This design comes from an exercise in tuning for small area on the open sky130 flow, not from production work. The RTL was checked by simulation tests, not by an equivalence proof against the original design. Power figures rest on the tool's default switching activity, not on a simulated workload. The clock port is modelled as an ideal driver; clocking choices that lean on that would not hold on a real chip.

File: flow/config.mk
export PLATFORM = sky130hd
export DESIGN_NAME = emlc_link
export DESIGN_NICKNAME = emlc_link
export VERILOG_FILES = /design/flow/design.v
export SDC_FILE = /design/flow/constraint.sdc
export NUM_CORES = 4
export LEC_CHECK = 0
export CAP_MARGIN = 20
export CORE_MARGIN = 2
export CORE_UTILIZATION = 40
export SLEW_MARGIN = 20
File: flow/constraint.sdc
create_clock -name core_clock -period 10.0 [get_ports {clk}]
set_input_delay 2.0000 -clock core_clock [delete_from_list [all_inputs] [get_ports {clk}]]
set_output_delay 2.0000 -clock core_clock [all_outputs]
set_load 0.01 [all_outputs]
File: flow/design.v
module emlc_link (
    input  wire        clk,
    input  wire        rst,         
    input  wire        cmd_valid,
    input  wire [31:0] cmd_data,
    output wire        cmd_ready,
    input  wire [7:0]  csr_idx,
    output reg  [15:0] csr_rdata,
    output reg         sclk,
    output reg         mosi,
    input  wire        miso
);
    localparam [2:0] S_IDLE  = 3'd0;
    localparam [2:0] S_RES   = 3'd1;   
    localparam [2:0] S_UNUSED = 3'd2;
    localparam [2:0] S_WAIT  = 3'd3;   
    localparam [2:0] S_WAITF = 3'd4;   
    localparam [2:0] S_FRAME = 3'd5;   
    localparam [2:0] S_CRCW  = 3'd6;   
    localparam [2:0] S_SHIN  = 3'd7;   
    localparam [3:0] C_NONE  = 4'd0;
    localparam [3:0] C_XFER  = 4'd1;
    localparam [3:0] C_WRREG = 4'd2;
    localparam [3:0] C_RDREG = 4'd3;
    localparam [3:0] C_FOLD  = 4'd4;
    localparam [3:0] C_WRBLK = 4'd5;
    localparam [3:0] C_RDBLK = 4'd6;
    localparam [3:0] C_CRCB  = 4'd7;
    localparam [3:0] C_CREC  = 4'd8;
    localparam [3:0] C_RVAL  = 4'd9;
    localparam [3:0] C_RSEAL = 4'd10;
    localparam [3:0] C_BUFRD = 4'd11;
    localparam [3:0] C_BUFWR = 4'd12;
    localparam [3:0] C_RECRD = 4'd13;
    localparam [3:0] C_RECWR = 4'd14;
    reg [1391:0] ring;
    reg [6:0]    pos;
    wire [15:0]  head = ring[15:0];
    reg [2:0]  st;
    reg [3:0]  opc;
    reg [1:0]  code;          
    reg [15:0] result;
    reg [15:0] cks;
    reg [15:0] crc;
    reg        miso_last;
    reg [23:0] sr;            
    reg [6:0]  k;             
    reg [6:0]  t;             
    assign cmd_ready = (st == S_IDLE);
    wire [7:0]  c_op = cmd_data[31:24];
    wire [7:0]  c_a  = cmd_data[23:16];
    wire [15:0] c_d  = cmd_data[15:0];
    wire        a0   = (c_a == 8'h00);
    wire        d0   = (c_d == 16'h0000);
    wire        dh0  = (c_d[15:8] == 8'h00);
    wire [8:0]  c_nm1 = {1'b0, c_d[7:0]} - {1'b0, c_a};
    wire        blk_ok = dh0 && !c_nm1[8] && (c_nm1[7:6] == 2'b00);
    reg        legal;
    reg [3:0]  c_cls;
    always @(*) begin
        legal = 1'b0;
        c_cls = C_NONE;
        case (c_op)
            8'h00: legal = a0 && d0;
            8'h01: begin legal = a0 && dh0;          c_cls = C_XFER;  end
            8'h02: begin legal = 1'b1;               c_cls = C_WRREG; end
            8'h03: begin legal = d0;                 c_cls = C_RDREG; end
            8'h10: legal = a0 && d0;
            8'h11: begin legal = a0;                 c_cls = C_FOLD;  end
            8'h12: begin legal = blk_ok;             c_cls = C_WRBLK; end
            8'h13: begin legal = blk_ok;             c_cls = C_RDBLK; end
            8'h30: legal = a0 && d0;
            8'h31: begin legal = a0 && dh0;          c_cls = C_CRCB;  end
            8'h32: begin legal = a0 && d0;           c_cls = C_CREC;  end
            8'h33: begin legal = a0 && d0;           c_cls = C_RVAL;  end
            8'h34: begin legal = a0 && d0;           c_cls = C_RSEAL; end
            8'h40: begin legal = d0 && (c_a < 8'd64); c_cls = C_BUFRD; end
            8'h41: begin legal = (c_a < 8'd64);      c_cls = C_BUFWR; end
            8'h42: begin legal = d0 && (c_a < 8'd23); c_cls = C_RECRD; end
            8'h43: begin legal = (c_a < 8'd23);      c_cls = C_RECWR; end
            default: ;
        endcase
        if (!legal) c_cls = C_NONE;
    end
    wire is_crcw  = (opc == C_CREC) || (opc == C_RVAL) || (opc == C_RSEAL);
    wire hit      = (pos == k);
    wire k_last   = is_crcw ? (k == 7'd85) : (k[5:0] == result[5:0]);
    wire is_fold  = (opc == C_FOLD) || (opc == C_WRBLK) || (opc == C_RDBLK);
    wire [7:0] addr_inc = (sr[23:16] + 8'd1) | {(opc == C_RDBLK), 7'd0};
    wire [4:0] slot = t[6:2];
    wire [1:0] ph   = t[1:0];
    wire bit_slot   = (slot >= 5'd3);
    wire last_slot  = (opc == C_XFER) ? (slot == 5'd10) : (slot == 5'd26);
    wire rot_byte   = (opc != C_XFER) && (slot <= 5'd10);
    wire rd_frame   = (opc == C_RDREG) || (opc == C_RDBLK);
    wire crc_step_t = (t[4] ^ t[5]) && !t[3];
    reg  cstep, crot;
    wire cfb = crc[15] ^ (sr[23] & cstep);
    wire ctap = cfb & cstep;
    wire [15:0] crc_ser = {crc[14:12], crc[11] ^ ctap, crc[10:5], crc[4] ^ ctap,
                           crc[3:0], cfb};
    reg ins;
    always @(posedge clk) begin
        ring <= {ins ? sr[15:0] : head, ring[1391:16]};
        pos  <= (pos >= 7'd86) ? 7'd0 : pos + 7'd1;
    end
    always @(*) begin
        ins   = 1'b0;
        cstep = 1'b0;
        crot  = 1'b0;
        if (st == S_WAIT && hit)
            ins = (opc == C_BUFWR) || (opc == C_RDBLK) || (opc == C_RECWR);
        if (st == S_WAITF && hit)
            ins = (opc == C_RSEAL);
        if (st == S_CRCW)
            cstep = crc_step_t && !is_fold;
        if (st == S_SHIN)
            crot = 1'b1;
    end
    always @(posedge clk) begin
        if (cstep || crot)
            crc <= crc_ser;
        case (st)
        S_IDLE: begin
            if (cmd_valid) begin
                opc  <= c_cls;
                sr   <= {c_a[7] | (c_op == 8'h03) | (c_op == 8'h13), c_a[6:0], c_d};
                k    <= c_op[6] ? {c_op[1], c_a[5:0]} :
                        (c_op[5] ? 7'd64 : 7'd0);
                if (c_cls == C_WRBLK || c_cls == C_RDBLK)
                    result[5:0] <= c_nm1[5:0];
                t    <= 7'd0;
                code <= {1'b0, !legal};
                if (legal && (c_op == 8'h10 || c_op == 8'h12 || c_op == 8'h13))
                    cks <= 16'h0000;
                if (legal && (c_op == 8'h30 || c_op == 8'h32 || c_op == 8'h33 ||
                              c_op == 8'h34))
                    crc <= 16'h0000;
                case (c_cls)
                    C_NONE:  st <= S_RES;
                    C_FOLD, C_XFER, C_CRCB: st <= S_CRCW;
                    C_WRREG, C_RDREG, C_RDBLK: st <= S_FRAME;
                    default: st <= S_WAIT;
                endcase
            end
        end
        S_RES: begin
            case (opc)
                C_FOLD, C_WRBLK, C_RDBLK: result <= cks;
                C_XFER, C_RDREG, C_CRCB, C_CREC, C_RVAL, C_RSEAL,
                C_BUFRD, C_RECRD: result <= sr[15:0];
                default: ;
            endcase
            st <= S_IDLE;
        end
        S_WAIT, S_WAITF: begin
            t <= t + 7'd1;
            if (hit && (opc != C_RDBLK) && (opc != C_BUFWR) && (opc != C_RECWR) &&
                !(st == S_WAITF && opc == C_RSEAL))
                sr[15:0] <= head;
            if (t == 7'd86) begin
                t <= 7'd0;
                if (st == S_WAITF)
                    st <= (opc == C_RVAL) ? S_SHIN : S_RES;
                else if (opc == C_BUFRD || opc == C_RECRD ||
                         opc == C_BUFWR || opc == C_RECWR)
                    st <= S_RES;
                else
                    st <= S_CRCW;
            end
        end
        S_FRAME: begin
            t <= t + 7'd1;
            if (bit_slot && ph == 2'd1) begin
                sr        <= {sr[22:0], rot_byte ? sr[23] : miso};
                miso_last <= miso;
                sclk      <= 1'b1;
            end
            if (ph == 2'd3) begin
                if (last_slot) begin
                    t <= 7'd0;
                    if (opc == C_WRBLK) begin
                        if (k_last) begin
                            st <= S_RES;
                        end else begin
                            k <= k + 7'd1;
                            sr[23:16] <= addr_inc;
                            st <= S_WAIT;
                        end
                    end else if (opc == C_RDBLK) begin
                        sr[23:16] <= addr_inc;
                        st <= S_WAIT;
                    end else begin
                        st <= S_RES;
                    end
                end else begin
                    sclk <= 1'b0;
                    if (slot >= 5'd2)
                        mosi <= sr[23] & !(rd_frame && slot >= 5'd10);
                end
            end
        end
        S_CRCW: begin
            t  <= t + 7'd1;
            sr <= {sr[22:0], sr[23]};
            if (is_fold && (t == 7'd0 || t == 7'd8))
                cks <= {cks[15:8] ^ sr[15:8], cks[7:0] + sr[15:8]};
            if (opc == C_XFER && t == 7'd15) begin
                t  <= 7'd8;
                st <= S_FRAME;
            end else if (t == 7'd23 && !is_crcw) begin
                t  <= 7'd0;
                case (opc)
                    C_CRCB:  st <= S_SHIN;
                    C_WRBLK: st <= S_FRAME;
                    C_RDBLK: begin
                        if (k_last) begin
                            st <= S_RES;
                        end else begin
                            k <= k + 7'd1;
                            st <= S_FRAME;
                        end
                    end
                    default: st <= S_RES;    
                endcase
            end else if (t == 7'd39) begin
                t <= 7'd0;
                k <= k + 7'd1;
                if (!k_last)
                    st <= S_WAIT;
                else if (opc == C_RVAL)
                    st <= S_WAITF;
                else
                    st <= S_SHIN;
            end
        end
        S_SHIN: begin
            t  <= t + 7'd1;
            sr <= {sr[22:0], crc[15]};
            if (opc == C_RVAL && (crc[15] ^ sr[15]))
                code <= 2'b11;
            if (t == 7'd15) begin
                t  <= 7'd0;
                st <= (opc == C_RSEAL) ? S_WAITF : S_RES;
            end
        end
        default: st <= S_IDLE;
        endcase
        if (rst) begin
            st        <= S_IDLE;
            code      <= 2'b00;
            result    <= 16'h0000;
            cks       <= 16'h0000;
            crc       <= 16'h0000;
            sclk      <= 1'b1;
            mosi      <= 1'b0;
            miso_last <= 1'b0;
        end
    end
    always @(*) begin
        case (csr_idx)
            8'h00:   csr_rdata = {12'h000, 1'b0, code[1], 1'b0, code[0]};
            8'h01:   csr_rdata = result;
            8'h02:   csr_rdata = cks;
            8'h03:   csr_rdata = crc;
            8'h04:   csr_rdata = {13'h0000, miso_last, mosi, sclk};
            default: csr_rdata = 16'h0000;
        endcase
    end
endmodule
File: flow/run.sh
#!/bin/bash
# synth_recipe.tcl (not shown) runs the flow's synth.tcl, then flattens the netlist and writes it again
# the make line also repeats each setting of config.mk as NAME=value (left out here)
make -C /OpenROAD-flow-scripts/flow DESIGN_CONFIG=/design/flow/config.mk WORK_HOME=/design/flow/orfs CLKGATE_MAP_FILE= SYNTH_SCRIPT=/design/flow/synth_recipe.tcl finish
==> out/metrics.cfg, run 1 <==
[yosys]
synth_top_cell_area_share_pct = 81.4
ys_top_cells_by_count = dfxtp_1, nor2_1, nand2_1, a21oi_1
syn_area_mm2 = 0.0358
syn_nets = 2429
ys_types = 85
yosys_most_used_dff = dfxtp_1
ys_ff_latch = 1497
synth_async_sr_flop_share_pct = 0
synth_warnings = 1
synth_largest_area_cell = dfxtp_1
synth_area_leaders = dfxtp_1, edfxtp_1, nor2_1
synth_most_common_cell = dfxtp_1
syn-mean-instance-area_um2 = 15.2
seq_area_frac_synth_pct = 84.9
synth_cells = 2355
synth-edff-count = 42

[floorplanning]
die_w_um = 303
fp.coreArea_mm2 = 0.0885
dieHeight_um = 303
num_rows = 109
num_io_pins = 63
initial_core_util_pct = 40.4
die_area_mm2 = 0.0919

[cells_and_area]
register_area_mm2 = 0.0304
syn_to_final_growth_pct = 17.7
final_area_mm2 = 0.0421
fill_cells = 7466
multi_input_area_mm2 = 0.00500
finalNetCount = 2570
drive_above_1_share_pct = 10.8

[timing]
fin_crit_sh_pct = 67.7
finClkSkew_ns = 0.0288
min_period_ns = 6.77
setup_viol = 0
worst_pin_slew_ns = 1.13
final_max_slew_viol_count = 0
hold_viol_final = 0
rsz0062_at_grt = no
max_freq_mhz = 148
finalSetupTns_ns = 0
worst_slack_ns = 3.23
max_slew_margin_pct = 24.6
finalHoldWorstSlack_ns = 0.312

[clocking]
cts_sinks = 1497
clockBufferDepth = 3
root_buffer = clkbuf_16
h-tree-depth = 4
cts_inserted_buffers = 133
cts_resized = 0
cts_post_setup_buffers_inserted = 0
worstSkewPairLatency_ns = 0.71
cts_hold_buf = 0
cts_tree = built
clk_pin_slew_ns = 0.06

[pwr]
ir_drop_mv = 0.189
powerDensity_mw_per_mm2 = 266
p_leak_nw = 16.5

[critical_path]
worstPathCellList = clkdlybuf4s50_1, nor2b_1, a22oi_1, nor2_1, a31oi_1, nor2_1, clkdlybuf4s50_1
crit_arrival_ns = 4.77
cp_slowest_cell = clkdlybuf4s50_1
start_kind = input pin
end_kind = output port
path_class = input pin to output port
cp.required_ns = 8.00
cpPeakStageDelay_ns = 0.95
critPathMaxFanout = 21

[status]
status = finished clean

[drt]
antenna_left = 0
top_layer_used = met5
route.final.wire_length_mm = 58.1
vias_per_cell = 4.36
drt_first_pass_iters = 5
wl_met2_mm = 23.9
drt-initial-drc-count = 936
wl_met1_mm = 28.7
dr_total_vias = 16400
drcViolationCount = 0
dr_wl_met3_mm = 3.43
wl_per_cell_um = 15.4

[job]
drv_cap = 0

[placement]
place_congestion = 0.853
io_buffers = 62
dpl_cell_area_mm2 = 0.0377
dp.final_hpwl_mm = 35.0
pre_cts_ws_ns = 3.22

[grt]
grt_pass1_wl_mm = 93.8
grt_max_degree = 41
grt_overflow = 0
grt_antenna_before_repair = 5
grt_pass1_vias = 16900
track_usage_pct = 13.0

[worst_hold_path]
hold_class = flip-flop to flip-flop

## power by group
group	switching [mW]	internal [mW]	leakage, nW
combinational	0.0889	0.0638	2.20
clock	2.10	2.91	2.19
sequential	0.0280	6.01	12.1
total	2.22	8.98	16.5
## metal layers
layer  track usage [%]  vias up
met5                 0        -
met4              6.17        8
li1                  -     8107
met2              18.5      350
met1              18.4     7807
met3              3.68      147
## sequential cells by signal (all words and copies together) (netlist names), 2 cells and up
| signal | count |
|---|---|
| ring | 1392 |
| sr | 24 |
| cks | 16 |
| crc | 16 |
| result | 16 |
| k | 7 |
| pos | 7 |
| t | 7 |
| opc | 4 |
| st | 3 |
| code | 2 |
## layout make-up
| type | count | area share, % |
|---|---|---|
| antenna | 1 | 0.00594 |
| clock buffer | 198 | 9.42 |
| clock inverter | 40 | 1.18 |
| inverter | 40 | 0.356 |
| multi-input combinational | 755 | 11.9 |
| sequential | 1497 | 72.1 |
| tap | 1165 | 3.46 |
| timing repair buffer | 69 | 1.60 |
## cell usage in the layout, fill, tap and decap left out, types with 28 or more instances in the layout
master / count
clkbuf_16: 139
nor2_1: 114
dfxtp_1: 1455
mux2_2: 29
inv_1: 40
clkdlybuf4s50_1: 62
ha_1: 28
nand2_1: 96
nand3_1: 32
edfxtp_1: 42
a21oi_1: 58
clkbuf_1: 32
o21ai_0: 42
## path summary, 6_finish.rpt
path | start | to | slack (ns) | cells past startpoint
setup / recovery | csr_idx[1] | csr_rdata[1] | 3.23 | 7
hold / removal | ring[327] | ring[311] | 0.31 | 0
setup reg to reg | st[2] | crc[15] | 6.36 | 6
hold reg to reg | ring[327] | ring[311] | 0.31 | 0
## worst max-delay path: cells and delay by family
| family | cells | cell delay [ns] |
|---|---|---|
| buffers and inverters | 2 | 1.51 |
| and+or+nand+nor | 3 | 1.00 |
| AOI/OAI and AO/OA | 2 | 0.25 |
## logic make-up (layout without fill, tap and decap cells)
logic type	count (synthesis)	count (layout)	share of synthesized area [%]
AOI/OAI and AO/OA	246	246	4.61
xor gates and xnor gates	42	42	1.03
adders and majority gates	31	31	1.12
buffers and inverters	103	347	1.23
DFF	1497	1497	84.9
muxes	58	58	1.83
other	0	1	0
and+or+nand+nor	378	378	5.29
## through the flow
stage | instances | power (mW) | util [%]
after floorplan | 2355 | 6.25 | -
after global placement | 3526 | 6.32 | 42.5
after detailed placement | 3526 | 6.32 | 42.5
after CTS | 3764 | 11.3 | 47.6
after global routing | 3765 | 11.6 | 47.6
final | 3765 | 11.2 | 47.6
==> run 2: changes to the inputs <==
--- a/flow/design.v
+++ b/flow/design.v
@@ -44,7 +44,6 @@
     reg [15:0] crc;
     reg        miso_last;
     reg [23:0] sr;            
-    reg [6:0]  k;             
     reg [6:0]  t;             
     assign cmd_ready = (st == S_IDLE);
     wire [7:0]  c_op = cmd_data[31:24];
@@ -83,7 +82,10 @@
         if (!legal) c_cls = C_NONE;
     end
     wire is_crcw  = (opc == C_CREC) || (opc == C_RVAL) || (opc == C_RSEAL);
-    wire hit      = (pos == k);
+    wire is_loop  = is_crcw || (opc == C_WRBLK) || (opc == C_RDBLK);
+    wire [6:0] k  = result[12:6];
+    wire [6:0] tgt = is_loop ? k : sr[22:16];
+    wire hit      = (pos == tgt);
     wire k_last   = is_crcw ? (k == 7'd85) : (k[5:0] == result[5:0]);
     wire is_fold  = (opc == C_FOLD) || (opc == C_WRBLK) || (opc == C_RDBLK);
     wire [7:0] addr_inc = (sr[23:16] + 8'd1) | {(opc == C_RDBLK), 7'd0};
@@ -124,11 +126,12 @@
         S_IDLE: begin
             if (cmd_valid) begin
                 opc  <= c_cls;
-                sr   <= {c_a[7] | (c_op == 8'h03) | (c_op == 8'h13), c_a[6:0], c_d};
-                k    <= c_op[6] ? {c_op[1], c_a[5:0]} :
-                        (c_op[5] ? 7'd64 : 7'd0);
+                sr   <= {c_a[7] | (c_op == 8'h03) | (c_op == 8'h13),
+                         c_a[6] | (c_op[6] & c_op[1]), c_a[5:0], c_d};
                 if (c_cls == C_WRBLK || c_cls == C_RDBLK)
-                    result[5:0] <= c_nm1[5:0];
+                    result[12:0] <= {7'd0, c_nm1[5:0]};
+                if (c_cls == C_CREC || c_cls == C_RVAL || c_cls == C_RSEAL)
+                    result[12:6] <= 7'd64;
                 t    <= 7'd0;
                 code <= {1'b0, !legal};
                 if (legal && (c_op == 8'h10 || c_op == 8'h12 || c_op == 8'h13))
@@ -183,7 +186,7 @@
                         if (k_last) begin
                             st <= S_RES;
                         end else begin
-                            k <= k + 7'd1;
+                            result[12:6] <= k + 7'd1;
                             sr[23:16] <= addr_inc;
                             st <= S_WAIT;
                         end
@@ -217,7 +220,7 @@
                         if (k_last) begin
                             st <= S_RES;
                         end else begin
-                            k <= k + 7'd1;
+                            result[12:6] <= k + 7'd1;
                             st <= S_FRAME;
                         end
                     end
@@ -225,7 +228,7 @@
                 endcase
             end else if (t == 7'd39) begin
                 t <= 7'd0;
-                k <= k + 7'd1;
+                result[12:6] <= k + 7'd1;
                 if (!k_last)
                     st <= S_WAIT;
                 else if (opc == C_RVAL)
--- a/flow/config.mk
+++ b/flow/config.mk
@@ -7,5 +7,7 @@
 export LEC_CHECK = 0
 export CAP_MARGIN = 20
 export CORE_MARGIN = 2
-export CORE_UTILIZATION = 40
+export CORE_UTILIZATION = 70
+export CTS_CLUSTER_DIAMETER = 60
+export CTS_CLUSTER_SIZE = 30
 export SLEW_MARGIN = 20
==> out/metrics.cfg, run 2 <==
[critical_path]
end_kind = output port
setup.worst_path.end = csr_rdata[1]
path_class = input pin to output port
r2r-start = opc[2]
r2r_cells = 9  ; +3
start_kind = input pin
r2r_slack_ns = 6.06  ; -0.30 ns
critPathMaxFanout = 24  ; +14%
cp.required_ns = 8.00  ; about the same
rr_endpoint = ring[1385]
crit_start = csr_idx[0]
crit_arrival_ns = 5.27  ; +0.50 ns

[yosys]
ys_types = 79  ; -7.1%
seq_area_frac_synth_pct = 83.7  ; -1.2 points
syn_nets = 2522  ; +3.8%
synth_most_common_cell = dfxtp_1
syn-mean-instance-area_um2 = 14.7  ; -3.1%
synth_cells = 2448  ; +3.9%
ys_top_cells_by_count = dfxtp_1, nand2_1, nor2_1, o21ai_0, a21oi_1
syn_area_mm2 = 0.0361  ; +0.74%
synth_async_sr_flop_share_pct = 0  ; unchanged
yosys_most_used_dff = dfxtp_1
synth_top_cell_area_share_pct = 80.8  ; -0.60 points
synth_largest_area_cell = dfxtp_1
synth_warnings = 1  ; unchanged
ys_ff_latch = 1490  ; -0.47%
synth-edff-count = 35  ; -17%
synth_area_leaders = dfxtp_1, edfxtp_1, nand2_1

[cells_and_area]
drive_above_1_share_pct = 5.62  ; -5.2 points
layout_common_cells = dfxtp_1, nand2_1, nor2_1, o21ai_0
largest_register = ring
final_common_cell = dfxtp_1
final_area_mm2 = 0.0391  ; -7.1%
finalNetCount = 2586  ; +0.62%
largest_reg_flops = 1392  ; unchanged
syn_to_final_growth_pct = 8.55
reg.largest.list = ring (1392), sr (24)

[floorplanning]
fp.coreArea_mm2 = 0.0511  ; -42%
initial_core_util_pct = 70.6  ; +30 points
num_rows = 83  ; -24%
die_area_mm2 = 0.0534  ; -42%
dieHeight_um = 231  ; -24%
num_io_pins = 63  ; unchanged
die_w_um = 231  ; -24%

[pwr]
p_leak_nw = 15.3  ; -7.3%
powerDensity_mw_per_mm2 = 234  ; -12%
ir_drop_mv = 0.282  ; +49%
power_mw = 9.15  ; -18%

[timing]
fin_crit_sh_pct = 72.7  ; +5.0 points
finalSetupTns_ns = 0  ; unchanged
final_max_slew_viol_count = 0  ; unchanged
rsz0062_at_grt = no
hold_viol_final = 0  ; unchanged
max_slew_margin_pct = 30.2  ; +5.6 points
finClkSkew_ns = 0.0599  ; +0.0312 ns
worst_pin_slew_ns = 1.04  ; -0.0902 ns
setup_viol = 0  ; unchanged
min_period_ns = 7.27  ; +0.496 ns
max_freq_mhz = 138  ; -6.8%

[worst_hold_path]
hold_class = flip-flop to flip-flop

[clocking]
clockBufferDepth = 3  ; unchanged
h-tree-depth = 2  ; -2
cts_hold_buf = 0  ; unchanged
clk_pin_slew_ns = 0.12  ; +0.06 ns
cts_post_setup_buffers_inserted = 0  ; unchanged
root_buffer = clkbuf_16
cts_inserted_buffers = 60  ; -55%
cts_sinks = 1490  ; -0.47%
cts_tree = built
cts_resized = 0  ; unchanged
worstSkewPairLatency_ns = 0.69  ; -0.02 ns

[drt]
top_layer_used = met5
route.final.wire_length_mm = 82.1  ; +41%
drt_first_pass_iters = 9  ; +4
wl_met1_mm = 31.3  ; +9.0%
vias_per_cell = 5.69  ; +30%
dr_total_vias = 18300  ; +11%
drt-initial-drc-count = 1964  ; +110%
wl_met2_mm = 38.8  ; +63%
antenna_left = 0  ; unchanged
dr_wl_met3_mm = 6.53  ; +90%
wl_per_cell_um = 25.6  ; +66%
drcViolationCount = 0  ; unchanged

[placement]
dp.final_hpwl_mm = 44.0  ; +26%
io_buffers = 62  ; unchanged
dpl_cell_area_mm2 = 0.0374  ; -0.81%
place_congestion = 0.954  ; +12%

[grt]
grt_pass1_vias = 19100  ; +13%
track_usage_pct = 31.4  ; +18 points
grt_antenna_before_repair = 10  ; +5
grt_overflow = 0  ; unchanged
grt_pass1_wl_mm = 123  ; +32%
grt_max_degree = 36  ; -12%

[status]
status = finished clean

[job]
drv_cap = 0  ; unchanged

[run 2: where the power goes]
part	leakage (nW)	switching [mW]	internal, mW
combinational	2.40	0.117	0.0658
clock	0.848	1.83	1.15
sequential	12.1	0.0229	5.97
[run 2: worst max-delay path: stages]
cell,delay (ns)
clkdlybuf4s50_1,1.09
nor2b_1,0.91
a22oi_1,0.36
nor2_1,0.17
a31oi_1,0.07
nor2_1,0.11
clkdlybuf4s50_1,0.55
[run 2: through the flow]
step                utilization (%)  hold slack (ns)  cells  worst slack [ns]
finish                         76.6            0.308   3212              2.73
global route                   76.6            0.307   3211              2.66
CTS                            76.6            0.306   3207              2.85
detailed placement             73.1            0.312   3130              2.89
global placement               73.1            0.310   3129              3.00
floorplan                         -            0.310   2448              4.81
[run 2: final cells by class]
type | instances | area (um^2)
clock inverter | 11 | 218
antenna | 5 | 12.5
inverter | 38 | 143
clock buffer | 66 | 1540
fill | 2618 | 11900
multi-input combinational | 844 | 5460
sequential | 1490 | 30200
timing repair buffer | 78 | 741
tap | 680 | 851
[run 2: per-layer routing]
metal | up-vias | GRT usage (%)
met5 | - | 0
met4 | 8 | 16.7
met3 | 375 | 7.73
met2 | 1062 | 51.0
met1 | 8674 | 39.0
li1 | 8157 | -
[run 2: cells by family after synthesis]
kind of cell    count (synthesis)  share of synthesized area [%]
simple gates                  410                           5.45
flops                        1490                           83.7
buf+inv                       114                           1.27
mux                            63                           2.02
xor+xnor                       49                           1.19
compound gates                292                           5.30
fa+ha+maj                      30                           1.08
[run 2: worst min-delay path by stage]
stage	startpoint	cells past startpoint	slack (ns)	end
2_1_floorplan	ring[16]	0	0.31	ring[0]
3_3_place_gp	ring[31]	0	0.31	ring[15]
3_5_place_dp	ring[16]	0	0.31	ring[0]
4_1_cts	ring[590]	0	0.31	ring[574]
5_1_grt	ring[590]	0	0.31	ring[574]
6_report	ring[1203]	0	0.31	ring[1187]
==> run 3: changes to the inputs <==
==> flow/flow/run.sh (new file) <==
#!/bin/bash
# Standard ORFS layout; only the clock tree synthesis arguments differ:
# larger sink clusters and no dummy loads.
set -euo pipefail
export CTS_ARGS="-sink_clustering_enable -repair_clock_nets -dont_use_dummy_load -sink_clustering_size 30 -sink_clustering_max_diameter 60"
bash standard.sh > standard.log 2>&1
==> flow/standard.sh (new file) <==
#!/bin/bash
# synth_recipe.tcl (not shown) runs the flow's synth.tcl, then flattens the netlist and writes it again
# the make line also repeats each setting of config.mk as NAME=value (left out here)
make -C /OpenROAD-flow-scripts/flow DESIGN_CONFIG=/design/flow/config.mk WORK_HOME=/design/flow/orfs CLKGATE_MAP_FILE= SYNTH_SCRIPT=/design/flow/synth_recipe.tcl "${@:-finish}"
--- a/flow/config.mk
+++ b/flow/config.mk
@@ -5,9 +5,8 @@
 export SDC_FILE = /design/flow/constraint.sdc
 export NUM_CORES = 4
 export LEC_CHECK = 0
+export ABC_AREA = 1
 export CAP_MARGIN = 20
 export CORE_MARGIN = 2
 export CORE_UTILIZATION = 70
-export CTS_CLUSTER_DIAMETER = 60
-export CTS_CLUSTER_SIZE = 30
 export SLEW_MARGIN = 20
removed: flow/run.sh
==> out/metrics.cfg, run 3 <==
[clocking]
root_buffer = clkbuf_16
cts_hold_buf = 0  ; unchanged
cts_resized = 0  ; unchanged
cts_inserted_buffers = 59  ; -1.7%
cts_tree = built
clockBufferDepth = 3  ; unchanged
worstSkewPairLatency_ns = 0.69  ; about the same
h-tree-depth = 2  ; unchanged
clk_pin_slew_ns = 0.11  ; about the same
cts_post_setup_buffers_inserted = 0  ; unchanged
cts_sinks = 1490  ; unchanged

[floorplanning]
num_io_pins = 63  ; unchanged
initial_core_util_pct = 71.0  ; +0.41 points
num_rows = 82  ; -1.2%
die_w_um = 230  ; -0.51%
die_area_mm2 = 0.0528  ; -1.0%
fp.coreArea_mm2 = 0.0503  ; -1.6%
dieHeight_um = 230  ; -0.51%

[yosys]
synth_cells = 2557  ; +4.5%
ys_ff_latch = 1490  ; unchanged
synth_largest_area_cell = dfxtp_1
synth_top_family_by_area = simple AND/OR/NAND/NOR gates
ys_top_cells_by_count = dfxtp_1, nand2_1, inv_1, nor2_1, a21oi_1
yosys.area_share.simple_pct = 6.37  ; +0.92 points
syn_nets = 2631  ; +4.3%
synth-edff-count = 35  ; unchanged
synth_area_leaders = dfxtp_1, edfxtp_1, nand2_1
synth_warnings = 1  ; unchanged
syn-mean-instance-area_um2 = 14.0  ; -5.3%
synth_async_sr_flop_share_pct = 0  ; unchanged
synth_top_cell_area_share_pct = 81.6  ; +0.84 points
seq_area_frac_synth_pct = 84.6  ; +0.87 points
synth_fa_ha_area_share_pct = 1.09  ; +0.011 points
synth-xor-area-share_pct = 0.908  ; -0.28 points
synth_compound_area_share_pct = 4.76  ; -0.55 points
ys_types = 53  ; -33%
synthMuxAreaShare_pct = 0  ; -2.0 points
syn_area_mm2 = 0.0357  ; -1.0%
yosys_most_used_dff = dfxtp_1
synth_most_common_cell = dfxtp_1

[critical_path]
r2r_slack_ns = 6.39  ; +0.33 ns
cp_slowest_cell = nor4_1
r2r-start = opc[1]
worstPathCellList = clkdlybuf4s50_1, nor4_1, nand3_1, inv_1, a22oi_1, o21ai_0, clkdlybuf4s50_1
path_class = input pin to output port
rr_endpoint = result[11]
crit_path_frequent_cell = clkdlybuf4s50_1
start_kind = input pin
end_kind = output port
cp.required_ns = 8.00  ; about the same
r2r_cells = 13  ; +4
crit_arrival_ns = 4.69  ; -0.58 ns
cpPeakStageDelay_ns = 0.65  ; -0.44 ns
critPathMaxFanout = 9  ; -63%

[placement]
io_buffers = 62  ; unchanged
dpl_cell_area_mm2 = 0.0370  ; -0.82%
place_congestion = 0.960  ; +0.62%
placedCellCount = 3268  ; +4.4%
pre_cts_ws_ns = 3.37  ; +0.479 ns
dp.final_hpwl_mm = 43.1  ; -1.9%

[grt]
grt_max_degree = 35  ; -2.8%
grt_pass1_vias = 18400  ; -3.3%
grt_overflow = 0  ; unchanged
grt_antenna_before_repair = 5  ; -5
track_usage_pct = 27.8  ; -3.6 points
grt_pass1_wl_mm = 111  ; -10%

[cells_and_area]
layout_common_cells = dfxtp_1, nand2_1, inv_1, nor2_1, a21oi_1
syn_to_final_growth_pct = 8.01
largest_reg_flops = 1392  ; unchanged
fill_cells = 2701  ; +3.2%
finalNetCount = 2732  ; +5.6%
diodes = 0  ; -5
fin_util_pct = 76.7  ; about the same
largest_register = ring
multi_input_area_mm2 = 0.00470  ; -14%
final_common_cell = dfxtp_1
reg.largest.list = ring (1392), sr (24)
register_area_mm2 = 0.0302  ; unchanged
final_area_mm2 = 0.0385  ; -1.5%
stdcell_count = 3328  ; +3.6%
drive_above_1_share_pct = 4.86  ; -0.76 points

[worst_hold_path]
hold_class = flip-flop to flip-flop
holdCritStartpoint = ring[131]
hold_depth = 0  ; unchanged
whs_endpoint = ring[115]

[drt]
dr_total_vias = 17900  ; -2.1%
drt-initial-drc-count = 1713  ; -13%
drcViolationCount = 0  ; unchanged
wl_per_cell_um = 21.8  ; -15%
vias_per_cell = 5.37  ; -5.6%
route.final.wire_length_mm = 72.7  ; -11%
drt_first_pass_iters = 8  ; -1
antenna_left = 0  ; unchanged

[timing]
finClkSkew_ns = 0.123  ; +0.0631 ns
worst_pin_slew_ns = 1.01  ; -0.0314 ns
hold_viol_final = 0  ; unchanged
worst_slack_ns = 3.31  ; +0.577 ns
finalHoldWorstSlack_ns = 0.275  ; -0.0327 ns
min_period_ns = 6.69  ; -0.577 ns
setup_viol = 0  ; unchanged
finalSetupTns_ns = 0  ; unchanged
max_slew_margin_pct = 32.4  ; +2.2 points
max_freq_mhz = 149  ; +8.6%
final_max_slew_viol_count = 0  ; unchanged
fin_crit_sh_pct = 66.9  ; -5.8 points
rsz0062_at_grt = no

[pwr]
ir_drop_mv = 0.197  ; -30%
power_mw = 8.97  ; -2.0%
p_leak_nw = 15.4  ; +0.79%
powerDensity_mw_per_mm2 = 233  ; -0.49%

[job]
drv_cap = 0  ; unchanged

[status]
status = finished clean

-- run 3: worst max path at each step --
stage | startpoint | slack (ns) | endpoint | cells past startpoint
6_report | csr_idx[5] | 3.31 | csr_rdata[5] | 7
2_1_floorplan | csr_idx[5] | 4.63 | csr_rdata[5] | 6
3_3_place_gp | csr_idx[5] | 3.56 | csr_rdata[0] | 7
3_5_place_dp | csr_idx[4] | 3.37 | csr_rdata[5] | 7
5_1_grt | csr_idx[5] | 3.02 | csr_rdata[0] | 7
4_1_cts | csr_idx[5] | 3.37 | csr_rdata[0] | 7
-- run 3: layout make-up --
cell class	count	share of cell area [%]
sequential	1490	78.3
multi-input combinational	861	12.2
inverter	178	1.73
timing repair buffer	68	1.78
clock buffer	59	3.83
tap	672	2.18
-- run 3: per-layer routing --
| layer | track usage, % | vias up | wire length, um |
|---|---|---|---|
| li1 | - | 8307 | - |
| met5 | 0 | - | 23 |
| met3 | 4.65 | 214 | 5200 |
| met1 | 38.2 | 8555 | 30700 |
| met4 | 9.96 | 4 | 2820 |
| met2 | 45.1 | 804 | 33900 |
-- run 3: cell families after synthesis --
kind of cell / after synthesis
simple gates: 524
flops: 1490
xor+xnor: 37
compound gates: 270
buf+inv: 206
fa+ha+maj: 30
-- run 3: critical path, delay by kind of cell --
kind | cells | cell delay, ns
buffers and inverters | 3 | 1.32
and+or+nand+nor | 2 | 1.10
AOI/OAI and AO/OA | 2 | 0.27
-- run 3: power by group --
group,switching [mW],leakage [nW],internal (mW)
clock,1.68,0.727,1.06
sequential,0.0266,12.1,5.97
combinational,0.156,2.64,0.0687
==> run 4: changes to the inputs <==
==> flow/flow/run.sh (replaced) <==
#!/bin/bash
# Standard ORFS layout (the standard.sh) with two changes:
# - clock tree: larger, tighter sink clusters and no dummy loads;
# - port buffers: the smallest buffer cell.
set -euo pipefail
export CTS_ARGS="-sink_clustering_enable -repair_clock_nets -dont_use_dummy_load -sink_clustering_size 30 -sink_clustering_max_diameter 45 -buf_list sky130_fd_sc_hd__clkbuf_16"
export BUFFER_PORTS_ARGS="-buffer_cell sky130_fd_sc_hd__buf_1"
bash standard.sh > standard.log 2>&1
--- a/flow/config.mk
+++ b/flow/config.mk
@@ -8,5 +8,5 @@
 export ABC_AREA = 1
 export CAP_MARGIN = 20
 export CORE_MARGIN = 2
-export CORE_UTILIZATION = 70
+export CORE_UTILIZATION = 75
 export SLEW_MARGIN = 20
==> out/metrics.cfg, run 4 <==
[status]
status = stopped before the end
lastStage = global routing
tool.error = [ERROR GRT-0232] Routing congestion too high. Check the congestion heatmap in the GUI.

[placement]
pre_cts_ws_ns = 4.07  ; +0.697 ns
dp.final_hpwl_mm = 56.1  ; +30%
dpl_cell_area_mm2 = 0.0366  ; -1.2%
placedCellCount = 3204  ; -2.0%
io_buffers = 62  ; unchanged
place_congestion = 0.959  ; about the same

[grt]
grt_max_degree = 35
grt_antenna_before_repair = 53
grt_overflow = 23
track_usage_pct = 60.6

[yosys]
synth_largest_area_cell = dfxtp_1
yosys_most_used_dff = dfxtp_1
syn_nets = 2631  ; unchanged
ys_types = 53  ; unchanged
syn_area_mm2 = 0.0357  ; unchanged
synth_cells = 2557  ; unchanged
synth_top_cell_area_share_pct = 81.6  ; unchanged
synth_most_common_cell = dfxtp_1
synth_warnings = 1  ; unchanged
seq_area_frac_synth_pct = 84.6  ; unchanged
syn-mean-instance-area_um2 = 14.0  ; unchanged
synth-edff-count = 35  ; unchanged
ys_ff_latch = 1490  ; unchanged
ys_top_cells_by_count = dfxtp_1, nand2_1, inv_1, nor2_1, a21oi_1
synth_area_leaders = dfxtp_1, edfxtp_1, nand2_1
synth_async_sr_flop_share_pct = 0  ; unchanged

[clocking]
cts_hold_buf = 0  ; unchanged
cts_inserted_buffers = 84  ; +42%
cts_sinks = 1490  ; unchanged
clockBufferDepth = 3  ; unchanged
cts_resized = 0  ; unchanged
root_buffer = clkbuf_16
cts_post_setup_buffers_inserted = 0  ; unchanged
h-tree-depth = 3  ; +1

[floorplanning]
die_w_um = 222  ; -3.3%
num_rows = 79  ; -3.7%
num_io_pins = 63  ; unchanged
initial_core_util_pct = 76.3  ; +5.3 points
dieHeight_um = 222  ; -3.3%

run 4: cell counts after synthesis:
Identical to the previous run, type by type.
run 4: cells by family after synthesis:
logic type      share of synthesized area [%]
xor+xnor                                0.908
compound gates                           4.76
simple gates                             6.37
fa+ha+maj                                1.09
buf+inv                                  2.31
flops                                    84.6
run 4: stage by stage:
stage	hold WS, ns	util (%)
2_1_floorplan	0.310	-
3_3_place_gp	0.311	78.2
3_5_place_dp	0.312	78.2
4_1_cts	0.244	82.7
run 4: power groups by stage:
stage	combinational [mW]	clock (mW)	sequential, mW
3_3_place_gp	0.192	0	6.13
3_5_place_dp	0.221	0	6.14
2_1_floorplan	0.134	0	6.12
4_1_cts	0.247	3.35	6.00
run 4: routing by layer:
| metal | global-route usage (%) | GRT overflow |
|---|---|---|
| met4 | 54.0 | 8 |
| met3 | 50.8 | 1 |
| met2 | 74.0 | 14 |
| met5 | 34.0 | 0 |
| met1 | 60.4 | 0 |
run 4: how the worst max path moves through the flow:
stage                        end  slack (ns)  cells past startpoint
CTS                 csr_rdata[3]        4.09                      9
detailed placement  csr_rdata[0]        4.07                      7
floorplan           csr_rdata[5]        4.63                      6
global placement    csr_rdata[0]        4.35                      7
==> run 5: changes to the inputs <==
==> flow/flow/run.sh (replaced) <==
#!/bin/bash
# Standard ORFS layout (the standard.sh) with two changes:
# - clock tree: larger, tighter sink clusters and no dummy loads;
# - port buffers: the smallest buffer cell.
set -euo pipefail
export CTS_ARGS="-sink_clustering_enable -repair_clock_nets -dont_use_dummy_load -sink_clustering_size 30 -sink_clustering_max_diameter 60 -buf_list sky130_fd_sc_hd__clkbuf_16"
export BUFFER_PORTS_ARGS="-buffer_cell sky130_fd_sc_hd__buf_1"
bash standard.sh > standard.log 2>&1
--- a/flow/config.mk
+++ b/flow/config.mk
@@ -8,5 +8,5 @@
 export ABC_AREA = 1
 export CAP_MARGIN = 20
 export CORE_MARGIN = 2
-export CORE_UTILIZATION = 75
+export CORE_UTILIZATION = 70
 export SLEW_MARGIN = 20
==> out/metrics.cfg, run 5 <==
[timing]
final_max_slew_viol_count = 0
hold_viol_final = 0
max_slew_margin_pct = 36.4
setup_viol = 0
finalSetupTns_ns = 0
rsz0062_at_grt = no
worst_pin_slew_ns = 0.946
min_period_ns = 5.95
finClkSkew_ns = 0.102
max_freq_mhz = 168
fin_crit_sh_pct = 59.5

[pwr]
powerDensity_mw_per_mm2 = 235
p_comb_share_pct = 2.4
p_leak_nw = 15.3
swShare_pct = 20.7
ir_drop_mv = 0.253
internal-power_mw = 7.12
clkPwrFrac_pct = 30.8
seqPwrFrac_pct = 66.8
p_sw_mw = 1.86

[clocking]
cts_sinks = 1490  ; unchanged
worstSkewPairLatency_ns = 0.69
cts_hold_buf = 0  ; unchanged
h-tree-depth = 2  ; -1
clk_pin_slew_ns = 0.11
cts_tree = built
cts_resized = 0  ; unchanged
root_buffer = clkbuf_16
cts_post_setup_buffers_inserted = 0  ; unchanged
clockBufferDepth = 3  ; unchanged
cts_inserted_buffers = 61  ; -27%

[cells_and_area]
fin_util_pct = 76.0
largest_reg_flops = 1392
layout_common_cells = dfxtp_1, nand2_1, inv_1, nor2_1, a21oi_1
finalNetCount = 2735
register_area_mm2 = 0.0302
largest_register = ring
multi_input_area_mm2 = 0.00470
fill_cells = 2760
final_common_cell = dfxtp_1
reg.largest.list = ring (1392), sr (24)
syn_to_final_growth_pct = 7.03
drive_above_1_share_pct = 4.96
stdcell_count = 3333

[critical_path]
r2r_cells = 10
rr_endpoint = sr[9]
crit_arrival_ns = 3.95
start_kind = input pin
r2r_slack_ns = 6.51
path_class = input pin to output port
critPathMaxFanout = 9
cp.required_ns = 8.00
end_kind = output port
r2r-start = st[0]

[status]
status = finished clean

[drt]
wl_per_cell_um = 22.6
vias_per_cell = 5.41
dr_total_vias = 18000
antenna_left = 0
drt-initial-drc-count = 1940
drt_first_pass_iters = 8
route.final.wire_length_mm = 75.2
drcViolationCount = 0

[grt]
busiest_layer = met2
grt_pass1_wl_mm = 115
grtUsageMet1_pct = 37.8
grtUsageMet2_pct = 48.4
grt_max_degree = 35
grt_overflow = 0
grt_pass1_vias = 19100
grt_use_met3_pct = 5.08
track_usage_pct = 29.1
grt_antenna_before_repair = 4

[yosys]
ys_types = 53  ; unchanged
syn_area_mm2 = 0.0357  ; unchanged
synth_most_common_cell = dfxtp_1
synth_largest_area_cell = dfxtp_1
synth_warnings = 1  ; unchanged
synth_top_cell_area_share_pct = 81.6  ; unchanged
ys_top_cells_by_count = dfxtp_1, nand2_1, inv_1, nor2_1, a21oi_1
syn-mean-instance-area_um2 = 14.0  ; unchanged
seq_area_frac_synth_pct = 84.6  ; unchanged
yosys_most_used_dff = dfxtp_1
ys_ff_latch = 1490  ; unchanged
synth_cells = 2557  ; unchanged
synth-edff-count = 35  ; unchanged
syn_nets = 2631  ; unchanged
synth_async_sr_flop_share_pct = 0  ; unchanged
synth_area_leaders = dfxtp_1, edfxtp_1, nand2_1

[placement]
placedCellCount = 3270  ; +2.1%
dp.final_hpwl_mm = 44.9  ; -20%
io_buffers = 62  ; unchanged
place_congestion = 0.893  ; -6.9%

[worst_hold_path]
holdCritStartpoint = ring[1386]
hold_class = flip-flop to flip-flop
hold_depth = 0
whs_endpoint = ring[1370]

[floorplanning]
die_area_mm2 = 0.0528
initial_core_util_pct = 71.0  ; -5.3 points
dieHeight_um = 230  ; +3.4%
die_w_um = 230  ; +3.4%
num_io_pins = 63  ; unchanged
num_rows = 82  ; +3.8%
fp.coreArea_mm2 = 0.0503

[job]
drv_cap = 0

## run 5: cell counts after synthesis
Identical to the previous run, type by type.
## run 5: logic make-up after synthesis
kind of cell	count (synthesis)	synth area share, %
DFF	1490	84.6
and+or+nand+nor	524	6.37
AOI/OAI and AO/OA	270	4.76
buffers and inverters	206	2.31
xor gates and xnor gates	37	0.908
adders and majority gates	30	1.09
## run 5: power by group through the flow
stage	clock network, mW	logic, mW	registers (mW)
finish	2.77	0.214	6.00
global route	2.96	0.230	6.00
CTS	2.79	0.207	6.00
detailed placement	0	0.198	6.13
global placement	0	0.190	6.13
floorplan	0	0.134	6.12
## run 5: worst max-delay path by stage
| stage | from | end | slack [ns] | cells past startpoint |
|---|---|---|---|---|
| 6_report | csr_idx[5] | csr_rdata[0] | 4.05 | 7 |
| 5_1_grt | csr_idx[5] | csr_rdata[0] | 3.88 | 7 |
| 4_1_cts | csr_idx[5] | csr_rdata[0] | 4.06 | 7 |
| 3_5_place_dp | csr_idx[5] | csr_rdata[0] | 4.05 | 7 |
| 3_3_place_gp | csr_idx[5] | csr_rdata[0] | 4.20 | 7 |
| 2_1_floorplan | csr_idx[5] | csr_rdata[5] | 4.63 | 6 |
## run 5: cell type report
| type | instances | share of cell area, % |
|---|---|---|
| multi-input combinational | 861 | 12.3 |
| inverter | 178 | 1.75 |
| tap | 672 | 2.20 |
| antenna | 2 | 0.0131 |
| timing repair buffer | 69 | 0.747 |
| sequential | 1490 | 79.0 |
| clock buffer | 61 | 4.00 |
## run 5: worst max-delay path, cell delays in order
cell and delay, ns:
buf_1 0.08, nor4_1 0.64, nand3_1 0.47, inv_1 0.32, a221oi_1 0.14, o211ai_1 0.12, buf_1 0.17
## run 5: metrics by stage
step | hold WS (ns) | instance area [um^2] | worst slack, ns | power (mW)
2_1_floorplan | 0.310 | 35700 | 4.63 | 6.26
3_3_place_gp | 0.310 | 36700 | 4.20 | 6.32
3_5_place_dp | 0.312 | 36700 | 4.05 | 6.33
4_1_cts | 0.265 | 38200 | 4.06 | 9.00
5_1_grt | 0.269 | 38200 | 3.88 | 9.20
6_report | 0.267 | 38200 | 4.05 | 8.98
## run 5: metal layers
| layer | routed length, um | vias to the layer above |
|---|---|---|
| met5 | 23 | - |
| met4 | 3380 | 4 |
| met3 | 5450 | 243 |
| met2 | 35800 | 851 |
| met1 | 30500 | 8594 |
| li1 | - | 8330 |

-- static timing again, ports no longer ideal --
Ports are ideal in the flow. The routed layouts listed here were re-timed in OpenROAD. Step 1 assumes that a clkbuf_16 drives the clock port and a buf_2 every other input. Step 2, shift: input delay + t, output delay - t, t = (earliest + latest rising clock arrival at the registers) / 2. This alone moves slack from input paths to output paths. Slacks: ideal / step 1 / step 2; pairs: ideal / step 1.
run	shift t [ns]	slack for setup (ns)	latest minus earliest clock arrival (ns)	slew at the worst register clock pin (ns)
run 1	0.761	3.227 / 3.205 / 3.205	0.028 / 0.028	0.07 / 0.07
run 2	0.726	2.731 / 2.704 / 2.704	0.069 / 0.069	0.12 / 0.12
run 3	0.688	3.309 / 3.286 / 3.286	0.124 / 0.123	0.12 / 0.12
run 5	0.690	4.048 / 4.028 / 4.028	0.124 / 0.124	0.12 / 0.12
After both steps setup and hold are still met in every run listed. The setup slack of run 2, which loses most, moves by -0.027 ns with the drivers and by -0.027 ns with both steps.
